This is an optimization exercise on Yosys and OpenROAD, whose aim is small area, a short achievable clock period and few clock cycles, not a production implementation. Power is estimated from default activity; no workload was simulated.

==> flow/design.v (excerpt) <==
module chillhub_rx (
    input  wire        clk,
    input  wire        rst,
    input  wire        in_valid,
    output wire        in_ready,
    input  wire [1:0]  in_op,       
    input  wire [7:0]  in_data,     
    input  wire [1:0]  in_class,    
    input  wire [15:0] in_cb,       
    output reg         ev_valid,
    output reg  [1:0]  ev_type,     
    output reg  [15:0] ev_cb,
    output wire [1:0]  ev_class,
    output wire [7:0]  ev_symbol,
    output wire [2:0]  ev_kind,
    output wire [7:0]  ev_len,
    output reg  [7:0]  ev_data,
    output reg  [2:0]  ev_code
);
For scale: ~2300 cells after synthesis, roughly 900 flip-flops, about 83 I/O pins, ~36000 um2 of cells after synthesis.
make LEC_CHECK=0 CAP_MARGIN=20 CORE_MARGIN=2 CORE_UTILIZATION=40 PLACE_DENSITY=0.6 SETUP_SLACK_MARGIN=2.5 SLEW_MARGIN=20 finish   # period 5.0 ns
run.sh (not shown) runs the stock make flow with config.mk's settings and CLKGATE_MAP_FILE= SYNTH_SCRIPT=/design/flow/synth_recipe.tcl, a recipe that flattens the netlist after the stock synthesis.
Edit:
--- a/flow/config.mk
+++ b/flow/config.mk
@@ -10,4 +10,4 @@
 export CORE_UTILIZATION = 40
 export PLACE_DENSITY = 0.6
-export SETUP_SLACK_MARGIN = 2.5
+export SETUP_SLACK_MARGIN = 2.8
 export SLEW_MARGIN = 20
Effect: The new run passed the timing, design-rule and antenna checks; total power came out higher by 0.95%; utilization rose by 1.8 points; first-iteration DRC count rose by 20%; design area climbs by 3.8%; routed wire length increases by 4.6%; die area stays the same.
No run of this note included a check of the RTL's function; only the layout flow was run.

== job 101 ==
chillhub_rx, a different RTL version from the one above (not shown whole).
Size: ~930 flip-flops, about 0.037 mm² of cells after synthesis.
clock: 5.0 ns
lec_check: 0
abc_clock_period_in_ps: 2500
cap_margin: 20
core_margin: 2
core_utilization: 55
cts_buf_list: sky130_fd_sc_hd__clkbuf_8
cts_cluster_diameter: 50
cts_cluster_size: 15
place_density: 0.7
setup_slack_margin: 2.5
slew_margin: 20
The inputs of job 102 differ from those of job 101 as listed below.
# job 101
export LEC_CHECK = 0
export ABC_CLOCK_PERIOD_IN_PS = 2500
export CAP_MARGIN = 20
export CORE_MARGIN = 2
export CORE_UTILIZATION = 55
export CTS_BUF_LIST = sky130_fd_sc_hd__clkbuf_8
export CTS_CLUSTER_DIAMETER = 50
export CTS_CLUSTER_SIZE = 15
export PLACE_DENSITY = 0.7
export SETUP_SLACK_MARGIN = 2.5
export SLEW_MARGIN = 20
create_clock -name core_clock -period 5.0 [get_ports {clk}]
# job 102
export LEC_CHECK = 0
export ABC_AREA = 1
export CAP_MARGIN = 20
export CORE_MARGIN = 2
export CORE_UTILIZATION = 55
export CTS_BUF_LIST = sky130_fd_sc_hd__clkbuf_8
export CTS_CLUSTER_DIAMETER = 50
export CTS_CLUSTER_SIZE = 15
export PLACE_DENSITY = 0.7
export SETUP_SLACK_MARGIN = 2.5
export SLEW_MARGIN = 20
create_clock -name core_clock -period 5.0 [get_ports {clk}]
Maximum clock frequency: job 102 vs job 101 up about 3%
| post-cts gate resize count | job 102 vs job 101 | 0.92% lower |
Job 102 against job 101: sum of met2 wire segment lengths after detailed routing picked up an extra 13%, accumulated negative setup slack roughly the same, final routed wire length divided by cell count went down, area fraction in compound gates after synthesis fell by 5.1 points.
Area fraction in and, or, nand and nor cells after synthesis for job 102 is higher than for job 101.
NOTE via count job 101->job 102 increased by a little under 10%
Job 101 and job 102 ended up with nearly the same sequential power.
Job 102 consumes more power than job 101 does.
Compared with job 101, job 102 shows a higher detailed-placement wirelength estimate.
No functional check of the RTL was part of any run of this note.

chillhub_rx, a different RTL version from the one above (not shown whole).
Size: roughly 880 flip-flops, ~35000 um2 of cells after synthesis.
Design chillhub_rx, start of the top module:
module chillhub_rx (
    input  wire        clk,
    input  wire        rst,
    input  wire        in_valid,
    output wire        in_ready,
    input  wire [1:0]  in_op,       
    input  wire [7:0]  in_data,     
    input  wire [1:0]  in_class,    
    input  wire [15:0] in_cb,       
    output reg         ev_valid,
    output reg  [1:0]  ev_type,     
    output reg  [15:0] ev_cb,
    output wire [1:0]  ev_class,
    output wire [7:0]  ev_symbol,
    output wire [2:0]  ev_kind,
    output wire [7:0]  ev_len,
    output reg  [7:0]  ev_data,
    output reg  [2:0]  ev_code
);
export LEC_CHECK = 0
export CAP_MARGIN = 20
export CORE_MARGIN = 2
export CORE_UTILIZATION = 40
export PLACE_DENSITY = 0.6
export SETUP_SLACK_MARGIN = 2.4
export SLEW_MARGIN = 20
create_clock -name core_clock -period 5.0 [get_ports {clk}]
Next try:
SETUP_SLACK_MARGIN = 2.7   (was 2.4)
The changed run completed without violations.
First-iteration DRC count increases by about 5%.
Critical path depth shrinks by 1.
Area after synthesis is unchanged.
No functional check of the RTL was part of any run of this note.

-- what the ideal ports hide --
In the flow no input, the clock included, has a driving cell. The finished layouts below were timed again as built, in two steps. Step 1 assumes that a clkbuf_16 drives the clock port and a buf_2 every other input. Step 2 adds t to the input delays and takes it off the output delays; t is the mean of the earliest and latest rising clock arrival at the registers after step 1. Input paths then give back, and output paths get back, about the clock's delay inside the block. Three values: no drivers, after step 1, after step 2; two values: the first two.
| run | shift t [ns] | setup WS [ns] | clock arrival spread, ns |
|---|---|---|---|
| the first run of note 1 | 0.709 | 1.761 / 1.761 / 1.761 | 0.075 / 0.075 |
| the second run of note 1 | 0.710 | 1.697 / 1.697 / 1.697 | 0.042 / 0.041 |
| job 101 | 0.768 | 2.305 / 2.305 / 1.876 | 0.049 / 0.048 |
| job 102 | 0.795 | 2.386 / 2.386 / 1.802 | 0.066 / 0.066 |
| the first run of note 3 | 0.691 | 2.056 / 2.056 / 1.797 | 0.067 / 0.067 |
| the second run of note 3 | 0.724 | 2.084 / 2.084 / 1.615 | 0.062 / 0.063 |
After both steps every run listed still meets setup and hold. For job 102, which loses most, drivers alone change the setup slack by 0.000 ns; drivers and shift together by -0.584 ns.
